Context: an optimization exercise on an open-source flow, tuned for small area and a short achievable clock period. The choices shown serve that exercise and are no tape-out recipe. In this exercise RTL edits were held to simulation tests only and were not proved equivalent to the original. Power is estimated from default activity; no workload was simulated.

## flow/config.mk

```make
export PLATFORM = sky130hd
export DESIGN_NAME = marduk_io
export DESIGN_NICKNAME = marduk_io
export VERILOG_FILES = /design/flow/design.v
export SDC_FILE = /design/flow/constraint.sdc
export NUM_CORES = 4
export LEC_CHECK = 0
export CAP_MARGIN = 20
export CORE_MARGIN = 2
export CORE_UTILIZATION = 40
export PLACE_DENSITY = 0.6
export SLEW_MARGIN = 20
```

## flow/constraint.sdc

```tcl
create_clock -name core_clock -period 7.0 [get_ports {clk}]
set_input_delay 1.4000 -clock core_clock [delete_from_list [all_inputs] [get_ports {clk}]]
set_output_delay 1.4000 -clock core_clock [all_outputs]
set_load 0.01 [all_outputs]
```

## flow/design.v

```verilog
module marduk_irq_arb (
    input  wire       rx,
    input  wire       tx,
    input  wire       key,
    input  wire       vblank,
    input  wire [7:0] mask,
    output wire       active,
    output reg  [2:0] vector,
    output wire [7:0] portb
);
    wire [7:0] raw = {rx, tx, key, vblank, 4'b0000};
    wire [7:0] req = raw & mask;
    assign active = (req != 8'd0);
    integer i;
    always @(*) begin
        vector = 3'd0;
        for (i = 0; i < 8; i = i + 1)
            if (req[i])
                vector = i[2:0];
    end
    assign portb = {4'b0000, vector, active};
endmodule
module marduk_kbd_queue (
    input  wire       clk,
    input  wire       rst,
    input  wire       push,
    input  wire [7:0] push_data,
    input  wire       pop,
    output wire [7:0] head,
    output wire       empty
);
    reg [7:0] mem [0:255];
    reg [7:0] rd_ptr;
    reg [7:0] wr_ptr;
    assign empty = (rd_ptr == wr_ptr);
    assign head  = mem[rd_ptr];
    always @(posedge clk) begin
        if (push)
            mem[wr_ptr] <= push_data;
    end
    always @(posedge clk) begin
        if (rst) begin
            rd_ptr <= 8'd0;
            wr_ptr <= 8'd0;
        end else begin
            if (pop && !empty)
                rd_ptr <= rd_ptr + 8'd1;
            if (push)
                wr_ptr <= wr_ptr + 8'd1;
        end
    end
endmodule
module marduk_fdc (
    input  wire       clk,
    input  wire       rst,
    input  wire       rd_status,
    input  wire       rd_track,
    input  wire       rd_sector,
    input  wire       rd_data,
    input  wire       wr_cmd,
    input  wire       wr_track,
    input  wire       wr_sector,
    input  wire       wr_data,
    input  wire       wr_sel,
    input  wire [7:0] wdata,
    output reg  [7:0] rdata,
    input  wire       tick,
    input  wire [1:0] disk_present,
    input  wire [1:0] disk_size0,
    input  wire [1:0] disk_size1,
    input  wire [7:0] disk_rdata,
    output wire       disk_drive,
    output wire [10:0] disk_lba,
    output wire [9:0] disk_offset
);
    localparam [7:0]  RATE_CODE    = 8'h02;
    localparam [11:0] INDEX_PERIOD = 12'd3144;
    localparam [2:0]  SPT          = 3'd5;
    localparam [1:0] K_SECTOR = 2'd0;
    localparam [1:0] K_STATUS = 2'd1;
    localparam [1:0] K_DIAG   = 2'd2;
    localparam IDLE      = 1'b0;
    localparam STREAMING = 1'b1;
    reg        mode;
    reg        busy, drq, seek_err, not_ready;
    reg [7:0]  track, sector, data, drive_select;
    reg        stream_valid;      
    reg        stream_id;         
    reg [1:0]  stream_kind;
    reg [9:0]  cursor;
    reg [10:0] stream_lba;
    reg [7:0]  snap_track, snap_sector;
    reg [11:0] rot;
    reg [1:0]  present_q;
    wire [7:0] status = {not_ready, 2'b00, seek_err, 2'b00, drq, busy};
    function [7:0] sync_pattern(input [5:0] idx);
        begin
            if (idx < 6'd16)      sync_pattern = 8'h4E;
            else if (idx < 6'd28) sync_pattern = 8'h00;
            else if (idx < 6'd31) sync_pattern = 8'hA1;
            else case (idx)
                6'd31:   sync_pattern = 8'hFE;
                6'd32:   sync_pattern = 8'h00;
                6'd33:   sync_pattern = 8'h00;
                6'd34:   sync_pattern = 8'h01;
                6'd35:   sync_pattern = 8'h03;
                default: sync_pattern = 8'hF7;
            endcase
        end
    endfunction
    wire [1:0] disk_size_sel = drive_select[0] ? disk_size1 : disk_size0;
    wire       sel_valid     = (drive_select == 8'd0) || (drive_select == 8'd1);
    wire       sel_present   = sel_valid && disk_present[drive_select[0]];
    reg [10:0] image_sectors;
    always @(*) begin
        case (disk_size_sel)
            2'd0:    image_sectors = 11'd200;
            2'd1:    image_sectors = 11'd400;
            default: image_sectors = 11'd800;
        endcase
    end
    wire [10:0] req_lba = {3'd0, track} * {8'd0, SPT} + {3'd0, sector} - 11'd1;
    reg [9:0] stream_len;
    always @(*) begin
        case (stream_kind)
            K_SECTOR: stream_len = 10'd1023;    
            K_STATUS: stream_len = 10'd5;
            default:  stream_len = 10'd37;
        endcase
    end
    reg [7:0] stream_byte;
    always @(*) begin
        case (stream_kind)
            K_SECTOR: stream_byte = disk_rdata;
            K_STATUS: begin
                case (cursor[2:0])
                    3'd0:    stream_byte = snap_track;
                    3'd2:    stream_byte = snap_sector;
                    3'd3:    stream_byte = RATE_CODE;
                    default: stream_byte = 8'h00;
                endcase
            end
            default:  stream_byte = sync_pattern(cursor[5:0]);
        endcase
    end
    assign disk_drive  = stream_id;
    assign disk_lba    = stream_lba;
    assign disk_offset = cursor;
    wire [1:0] ejected   = present_q & ~disk_present;
    wire       abort     = (mode == STREAMING) && stream_valid && ejected[stream_id];
    wire       streaming = (mode == STREAMING) && !abort;
    wire index_active = !streaming && (rot == 12'd0) && sel_present;
    always @(*) begin
        rdata = 8'hFF;
        if (rd_status)
            rdata = streaming ? status : {status[7:2], index_active, abort ? 1'b0 : status[0]};
        else if (rd_track)
            rdata = track;
        else if (rd_sector)
            rdata = sector;
        else if (rd_data)
            rdata = streaming ? stream_byte : data;
    end
    reg        n_mode, n_busy, n_drq, n_seek_err, n_not_ready;
    reg [7:0]  n_track, n_sector, n_data, n_drive_select;
    reg        n_stream_valid, n_stream_id;
    reg [1:0]  n_stream_kind;
    reg [9:0]  n_cursor;
    reg [10:0] n_stream_lba;
    reg [7:0]  n_snap_track, n_snap_sector;
    task enter_idle;
        begin
            n_mode         = IDLE;
            n_busy         = 1'b0;
            n_drq          = 1'b0;
            n_stream_valid = 1'b0;
        end
    endtask
    task load_stream(input [1:0] kind);
        begin
            n_stream_kind  = kind;
            n_cursor       = 10'd0;
            n_busy         = 1'b1;
            n_drq          = 1'b1;
            n_mode         = STREAMING;
            n_stream_valid = sel_valid;
            n_stream_id    = drive_select[0];
        end
    endtask
    always @(*) begin
        n_mode         = mode;
        n_busy         = busy;
        n_drq          = drq;
        n_seek_err     = seek_err;
        n_not_ready    = not_ready;
        n_track        = track;
        n_sector       = sector;
        n_data         = data;
        n_drive_select = drive_select;
        n_stream_valid = stream_valid;
        n_stream_id    = stream_id;
        n_stream_kind  = stream_kind;
        n_cursor       = cursor;
        n_stream_lba   = stream_lba;
        n_snap_track   = snap_track;
        n_snap_sector  = snap_sector;
        if (abort)
            enter_idle();
        if (rd_data && n_mode == STREAMING) begin
            n_data   = stream_byte;
            n_cursor = cursor + 10'd1;
            if (cursor == stream_len)
                enter_idle();
        end
        if (wr_track)  n_track        = wdata;
        if (wr_sector) n_sector       = wdata;
        if (wr_data)   n_data         = wdata;
        if (wr_sel)    n_drive_select = wdata;
        if (wr_cmd) begin
            case (wdata[7:4])
                4'h0: begin                          
                    n_track     = 8'd0;
                    n_busy      = 1'b0;
                    n_not_ready = 1'b0;
                    enter_idle();
                end
                4'h8, 4'h9: begin                    
                    enter_idle();
                    n_seek_err  = 1'b0;
                    n_not_ready = 1'b0;
                    if (!sel_valid || !sel_present)
                        n_not_ready = 1'b1;
                    else if (sector < 8'd1 || sector > {5'd0, SPT})
                        n_seek_err = 1'b1;
                    else if (req_lba >= image_sectors)
                        n_seek_err = 1'b1;
                    else begin
                        load_stream(K_SECTOR);
                        n_stream_lba = req_lba;
                    end
                end
                4'hC: begin                          
                    enter_idle();
                    load_stream(K_STATUS);
                    n_snap_track  = track;
                    n_snap_sector = sector;
                end
                4'hD: begin                          
                    n_busy      = 1'b0;
                    n_not_ready = 1'b0;
                end
                4'hE: begin                          
                    enter_idle();
                    load_stream(K_DIAG);
                end
                default: ;                           
            endcase
        end
    end
    always @(posedge clk) begin
        if (rst) begin
            mode         <= IDLE;
            busy         <= 1'b0;
            drq          <= 1'b0;
            seek_err     <= 1'b0;
            not_ready    <= 1'b0;
            track        <= 8'd0;
            sector       <= 8'd0;
            data         <= 8'd0;
            drive_select <= 8'd0;
            stream_valid <= 1'b0;
            stream_id    <= 1'b0;
            stream_kind  <= K_SECTOR;
            cursor       <= 10'd0;
            stream_lba   <= 11'd0;
            snap_track   <= 8'd0;
            snap_sector  <= 8'd0;
            rot          <= 12'd0;
            present_q    <= 2'b00;
        end else begin
            mode         <= n_mode;
            busy         <= n_busy;
            drq          <= n_drq;
            seek_err     <= n_seek_err;
            not_ready    <= n_not_ready;
            track        <= n_track;
            sector       <= n_sector;
            data         <= n_data;
            drive_select <= n_drive_select;
            stream_valid <= n_stream_valid;
            stream_id    <= n_stream_id;
            stream_kind  <= n_stream_kind;
            cursor       <= n_cursor;
            stream_lba   <= n_stream_lba;
            snap_track   <= n_snap_track;
            snap_sector  <= n_snap_sector;
            present_q    <= disk_present;
            if (tick)
                rot <= (rot == INDEX_PERIOD - 12'd1) ? 12'd0 : rot + 12'd1;
        end
    end
endmodule
module marduk_io (
    input  wire        clk,
    input  wire        rst,
    input  wire        io_rd,
    input  wire        io_wr,
    input  wire [7:0]  io_addr,
    input  wire [7:0]  io_wdata,
    output reg  [7:0]  io_rdata,
    output wire        irq_active,
    output wire [2:0]  irq_vector,
    output wire        romdis,
    output wire [2:0]  leds,
    output wire        par_strobe,
    output wire [7:0]  par_data,
    output wire        psg_rd,
    output wire        psg_wr,
    output wire [3:0]  psg_reg,
    input  wire [7:0]  psg_rdata,
    output wire        modem_rd,
    output wire        modem_wr,
    input  wire [7:0]  modem_rdata,
    input  wire        modem_avail,
    output wire        vdp_data_rd,
    output wire        vdp_data_wr,
    output wire        vdp_ctrl_rd,
    output wire        vdp_ctrl_wr,
    input  wire [7:0]  vdp_rdata,
    input  wire        vblank_en,
    input  wire        txe,
    input  wire        key_push,
    input  wire [7:0]  key_code,
    input  wire        slice_tick,
    output wire        render,
    output wire [8:0]  render_row,
    output wire        frame_done,
    input  wire [1:0]  disk_present,
    input  wire [1:0]  disk_size0,
    input  wire [1:0]  disk_size1,
    input  wire [7:0]  disk_rdata,
    output wire        disk_drive,
    output wire [10:0] disk_lba,
    output wire [9:0]  disk_offset
);
    localparam [7:0] UNMAPPED_READ = 8'hFF;
    localparam [7:0] KEEPALIVE     = 8'h94;
    localparam [5:0] WATCHDOG      = 6'd50;
    localparam [8:0] SLICES        = 9'd262;
    localparam [8:0] VIS_FIRST     = 9'd1;
    localparam [8:0] VIS_COUNT     = 9'd192;
    localparam [7:0] P_CTRL    = 8'h00;
    localparam [7:0] P_PSG_DAT = 8'h40;
    localparam [7:0] P_PSG_ADR = 8'h41;
    localparam [7:0] P_HCCA    = 8'h80;
    localparam [7:0] P_KBD     = 8'h90;
    localparam [7:0] P_VDP_DAT = 8'hA0;
    localparam [7:0] P_VDP_CTL = 8'hA1;
    localparam [7:0] P_PAR     = 8'hB0;
    localparam [7:0] P_FDC_CS  = 8'hC0;
    localparam [7:0] P_FDC_TRK = 8'hC1;
    localparam [7:0] P_FDC_SEC = 8'hC2;
    localparam [7:0] P_FDC_DAT = 8'hC3;
    localparam [7:0] P_FDC_SEL = 8'hCF;
    reg [7:0] ctrl;
    reg [7:0] par_latch;
    reg [3:0] psg_latch;
    reg [7:0] mask;
    reg       rx, tx, key, vblank;
    reg [8:0] slice;
    reg [5:0] kbd_idle;
    wire rd_ctrl  = io_rd && io_addr == P_CTRL;
    wire rd_psgd  = io_rd && io_addr == P_PSG_DAT;
    wire rd_hcca  = io_rd && io_addr == P_HCCA;
    wire rd_kbd   = io_rd && io_addr == P_KBD;
    wire rd_vdpd  = io_rd && io_addr == P_VDP_DAT;
    wire rd_vdpc  = io_rd && io_addr == P_VDP_CTL;
    wire rd_fcs   = io_rd && io_addr == P_FDC_CS;
    wire rd_ftrk  = io_rd && io_addr == P_FDC_TRK;
    wire rd_fsec  = io_rd && io_addr == P_FDC_SEC;
    wire rd_fdat  = io_rd && io_addr == P_FDC_DAT;
    wire wr_ctrl  = io_wr && io_addr == P_CTRL;
    wire wr_psgd  = io_wr && io_addr == P_PSG_DAT;
    wire wr_psga  = io_wr && io_addr == P_PSG_ADR;
    wire wr_hcca  = io_wr && io_addr == P_HCCA;
    wire wr_vdpd  = io_wr && io_addr == P_VDP_DAT;
    wire wr_vdpc  = io_wr && io_addr == P_VDP_CTL;
    wire wr_par   = io_wr && io_addr == P_PAR;
    wire wr_fcs   = io_wr && io_addr == P_FDC_CS;
    wire wr_ftrk  = io_wr && io_addr == P_FDC_TRK;
    wire wr_fsec  = io_wr && io_addr == P_FDC_SEC;
    wire wr_fdat  = io_wr && io_addr == P_FDC_DAT;
    wire wr_fsel  = io_wr && io_addr == P_FDC_SEL;
    wire [7:0] portb;
    marduk_irq_arb u_arb (
        .rx     (rx),
        .tx     (tx),
        .key    (key),
        .vblank (vblank),
        .mask   (mask),
        .active (irq_active),
        .vector (irq_vector),
        .portb  (portb)
    );
    wire [7:0] kq_head;
    wire       kq_empty;
    wire       watchdog_fire = slice_tick && kq_empty && (kbd_idle + 6'd1 == WATCHDOG);
    marduk_kbd_queue u_kq (
        .clk       (clk),
        .rst       (rst),
        .push      (key_push || watchdog_fire),
        .push_data (watchdog_fire ? KEEPALIVE : key_code),
        .pop       (rd_kbd),
        .head      (kq_head),
        .empty     (kq_empty)
    );
    wire [7:0] fdc_rdata;
    marduk_fdc u_fdc (
        .clk          (clk),
        .rst          (rst),
        .rd_status    (rd_fcs),
        .rd_track     (rd_ftrk),
        .rd_sector    (rd_fsec),
        .rd_data      (rd_fdat),
        .wr_cmd       (wr_fcs),
        .wr_track     (wr_ftrk),
        .wr_sector    (wr_fsec),
        .wr_data      (wr_fdat),
        .wr_sel       (wr_fsel),
        .wdata        (io_wdata),
        .rdata        (fdc_rdata),
        .tick         (slice_tick),
        .disk_present (disk_present),
        .disk_size0   (disk_size0),
        .disk_size1   (disk_size1),
        .disk_rdata   (disk_rdata),
        .disk_drive   (disk_drive),
        .disk_lba     (disk_lba),
        .disk_offset  (disk_offset)
    );
    always @(*) begin
        if (rd_psgd)
            io_rdata = (psg_latch == 4'd14) ? mask :
                       (psg_latch == 4'd15) ? portb : psg_rdata;
        else if (rd_hcca)
            io_rdata = modem_rdata;
        else if (rd_kbd)
            io_rdata = kq_empty ? 8'h00 : kq_head;
        else if (rd_vdpd || rd_vdpc)
            io_rdata = vdp_rdata;
        else if (rd_fcs || rd_ftrk || rd_fsec || rd_fdat)
            io_rdata = fdc_rdata;
        else
            io_rdata = UNMAPPED_READ;
    end
    assign psg_rd      = rd_psgd && psg_latch != 4'd14 && psg_latch != 4'd15;
    assign psg_wr      = wr_psgd;
    assign psg_reg     = psg_latch;
    assign modem_rd    = rd_hcca;
    assign modem_wr    = wr_hcca;
    assign vdp_data_rd = rd_vdpd;
    assign vdp_data_wr = wr_vdpd;
    assign vdp_ctrl_rd = rd_vdpc;
    assign vdp_ctrl_wr = wr_vdpc;
    assign romdis     = ctrl[0];
    assign leds       = ctrl[5:3];
    assign par_strobe = wr_ctrl && ctrl[2] && !io_wdata[2];
    assign par_data   = par_latch;
    wire [8:0] slice_inc = slice + 9'd1;
    assign render     = slice_tick && slice_inc >= VIS_FIRST && slice_inc < VIS_FIRST + VIS_COUNT;
    assign render_row = slice_inc;
    assign frame_done = slice_tick && slice_inc == SLICES;
    always @(posedge clk) begin
        if (rst) begin
            ctrl      <= 8'd0;
            par_latch <= 8'd0;
            psg_latch <= 4'd0;
            mask      <= 8'd0;
            rx        <= 1'b0;
            tx        <= 1'b0;
            key       <= 1'b0;
            vblank    <= 1'b0;
            slice     <= 9'd0;
            kbd_idle  <= 6'd0;
        end else begin
            tx <= txe;
            if (wr_ctrl) ctrl      <= io_wdata;
            if (wr_par)  par_latch <= io_wdata;
            if (wr_psga && io_wdata <= 8'd15) psg_latch <= io_wdata[3:0];
            if (wr_psgd && psg_latch == 4'd14) mask <= io_wdata;
            if (rd_hcca) rx     <= 1'b0;
            if (rd_kbd)  key    <= 1'b0;
            if (rd_vdpc) vblank <= 1'b0;
            if (slice_tick) begin
                if (modem_avail)
                    rx <= 1'b1;
                if (!kq_empty && !key)
                    key <= 1'b1;
                if (kq_empty)
                    kbd_idle <= (kbd_idle + 6'd1 == WATCHDOG) ? 6'd0 : kbd_idle + 6'd1;
                else
                    kbd_idle <= 6'd0;
                if (slice_inc == SLICES) begin
                    slice <= 9'd0;
                    if (vblank_en)
                        vblank <= 1'b1;
                end else begin
                    slice <= slice_inc;
                end
            end
        end
    end
endmodule
```

## flow/run.sh

```bash
#!/bin/bash
# synth_recipe.tcl (not shown) runs the flow's synth.tcl, then flattens the netlist and writes it again
# the make line also repeats each setting of config.mk as NAME=value (left out here)
make -C /OpenROAD-flow-scripts/flow DESIGN_CONFIG=/design/flow/config.mk WORK_HOME=/design/flow/orfs CLKGATE_MAP_FILE= SYNTH_SCRIPT=/design/flow/synth_recipe.tcl finish
```

==> out/results.txt <==
CTS Sinks: 2208
First-pass GRT wire length: 355 mm
Commonest non-fill, non-tap cell in the layout: edfxtp_1
DR pass1 iterations: 6
Hpwl dp: 161 mm
Routed WL per cell: 30.6 um
Final setup violation count: 0
Syn Inst Count: 4794
Post-synth top area share: 0.692
Fmax: 0.145 GHz
Post-synthesis sequential area ratio: 0.728
Placed instance area: 94100 um2
Clk root buf: clkbuf_16
Nets@finish: 5162
Num ports: 141
Crit-path leading delay family: buffers and inverters
Switching pwr: 5.49 mW
P per Cell Area: 263 nW/um2
Max Root-Sink Buffers: 3
Synth area leaders: edfxtp_1 (69%), mux4_2 (12%), dfxtp_1 (3.6%)
Final min period: 6880 ps
Combinational power share: 0.017
Initial core utilization: 0.401
Post-synth net total: 4917
Worst hold path type: register to register
Period Utilization, post-route: 0.983
Buffers & Inverters on Critical Path: 4
Critical Path Start Type: register
RSZ-0062 raised after global routing: false
Area growth syn-to-layout: 14.0%
Post_cts resized: 2
H-Tree Depth: 4
DRC: 0
CP Data Required Time: 5600 ps
Worst slack, placed: 123 ps
Seq cells post-synth: 2208
Setup ws final: 118 ps
Distinct cells, synth: 88
Leading area contributor after synthesis: edfxtp_1
Maximum vdd ir drop: 0.271 mV
Crit Path Category: register to output pin
Finished layout cell area: 101000 um2
Delay of the slowest critical-path stage: 910 ps
Die Ht: 475 um
Overflow after GRT: 0
PortBufs: 140
Max Cap Viol: 0
Number of cell rows: 173
CP max FO: 44
Synth warn: 4
Post-Route WL: 251 mm
CP endpoint kind: output pin
Mean Syn Cell Area: 18.5 um2
Die Width: 475 um
Worst path arrival time: 5480 ps
Clock skew: 66.7 ps
Largest net degree at the start of global routing: 173
Synthesized area: 88900 um2
Sequential share of power: 0.541
Num CTS Buffers: 218
Die area: 226000 um2
Via count: 48.2k
Vias per cell: 5.88
Layout cells sized above 1: 0.200
Worst-path clk slew: 60 ps
Clk latency of the worst-skew pair: 890 ps
Post-synth ARST share: 0
Leak Pwr: 31.1 nW
CTS tree: done
Vias in the first global route: 47.6k
Max-slew violation count: 0
Int Pwr: 21.2 mW
Switching part of the total: 0.206
Core Area: 222000 um2
Slew @ Worst Pin: 1210 ps
Slew headroom: 0.184
Hold-fix buffers, CTS: 0
CP most frequent cell: buf_4
GRT Util Overall: 0.219
Post-synth EDFFs: 2048
Predominant post-synthesis flop cell: edfxtp_1
Final ANT Viol Nets: 0
CP cell instances: buf_4 -> mux4_2 -> mux2_2 -> o22ai_1 -> a211oi_1 -> a311oi_1 -> buf_4 -> nor4_1 -> buf_4 -> a211o_1 -> clkdlybuf4s50_1
Routability cong.: 0.909
DR iter-0 viols: 5796
Count of final hold-check violations: 0
Most frequent cells in the layout: edfxtp_1 (2048), mux4_2 (489), nor2_1 (465)
Post-CTS Setup Bufs: 0
Critical path's slowest cell: dfxtp_4
Initial antenna violation count: 8
Status: finished clean
Power share of the clock group: 0.443
## power groups by stage
stage	sequential, mW	combinational [mW]	clock, mW
3_3_place_gp	14.7	0.429	0
6_report	14.4	0.443	11.8
5_1_grt	14.4	0.472	12.5
2_1_floorplan	14.7	0.194	0
3_5_place_dp	14.7	0.443	0
4_1_cts	14.4	0.443	12.0
## tightest hold or removal path: cells and delay by family (launching register included)
kind / cells / cell delay (ps)
AOI/OAI and AO/OA: 1 / 50
DFF: 1 / 310
and+or+nand+nor: 1 / 50
## cells by family (layout without fill, tap and decap cells)
group	count (synthesis)	after routing	share of synthesized area
and+or+nand+nor	953	953	0.0491
buffers and inverters	353	778	0.0214
AOI/OAI and AO/OA	443	443	0.0347
adders and majority gates	52	52	0.00842
DFF	2208	2208	0.728
muxes	728	728	0.153
xor gates and xnor gates	57	57	0.00562
other	0	1	0
## worst paths after layout
check	start	end	slack, ps	cells past startpoint
max	register	io_rdata[1]	120	11
min	par_latch[2]$_SDFFE_PP0P_	par_latch[2]$_SDFFE_PP0P_	450	2
max reg2reg	u_fdc.track[3]$_SDFF_PP0_	u_fdc.stream_kind[0]$_SDFFE_PP0P_	1330	19
min reg2reg	par_latch[2]$_SDFFE_PP0P_	par_latch[2]$_SDFFE_PP0P_	450	2
## metal layers
metal  up-vias  global-route usage  part of all wire
met1     25600               0.303              0.41
met5         -                   0           0.00020
met4         6              0.0776             0.038
met2      2263               0.343              0.47
met3       470              0.0481             0.088
li1      19800                   -                 -
## through the flow
| step | hold slack [ps] | setup TNS [ps] | util | cells | power [mW] |
|---|---|---|---|---|---|
| floorplan | 431 | -3053340 | - | 4794 | 14.9 |
| global placement | 438 | 0 | 0.425 | 7794 | 15.1 |
| detailed placement | 448 | 0 | 0.425 | 7794 | 15.1 |
| CTS | 456 | 0 | 0.457 | 8194 | 26.8 |
| global route | 475 | 0 | 0.457 | 8194 | 27.3 |
| finish | 452 | 0 | 0.457 | 8195 | 26.7 |
## cell usage after synthesis (41+ instances only)
library cell / n
edfxtp_1: 2048
mux4_2: 489
nor2_1: 472
mux2i_1: 207
dfxtp_1: 160
nand2_1: 157
clkbuf_1: 131
a21oi_1: 93
inv_1: 70
buf_2: 62
nand3_1: 60
o22ai_1: 60
nor3_1: 55
o21ai_0: 48
nor2b_1: 41
## sequential cells by signal, indices dropped and copies added (netlist names), 9 cells and up, named ones only
signal,count
u_kq.mem,2048
u_fdc.stream_lba,11
u_fdc.cursor,10
u_fdc.rot,12
slice,9
## final cells by class
class / instances / area, um2
inverters: 73 / 277
flip-flops and latches: 2208 / 64700
fillers: 18900 / 120000
diodes: 1 / 2.50
multi-input cells: 2233 / 22400
clock inverters: 142 / 1540
well taps: 2975 / 3720
clock buffers: 258 / 5680
repair buffers: 305 / 3010

[re-timing with driven ports]
In the flow no input, the clock included, has a driving cell. The finished layout below was timed again as built, in two steps.
Step 1, drivers: a clkbuf_16 drives clk and a buf_2 each remaining input, both assumed.
Step 2, shift: input delay + t, output delay - t, t = (earliest + latest rising clock arrival at the registers) / 2. This alone moves slack from input paths to output paths.
a / b / c = ideal / step 1 / step 2; a / b = the first two.
t, ns: 0.947
setup WS [ns]: 0.118 / 0.029 / 0.136
cell pins on the clock port's net: 1
After both steps this run still meets setup and hold. The setup slack of this run moves by -0.089 ns with the drivers and by +0.018 ns with both steps.
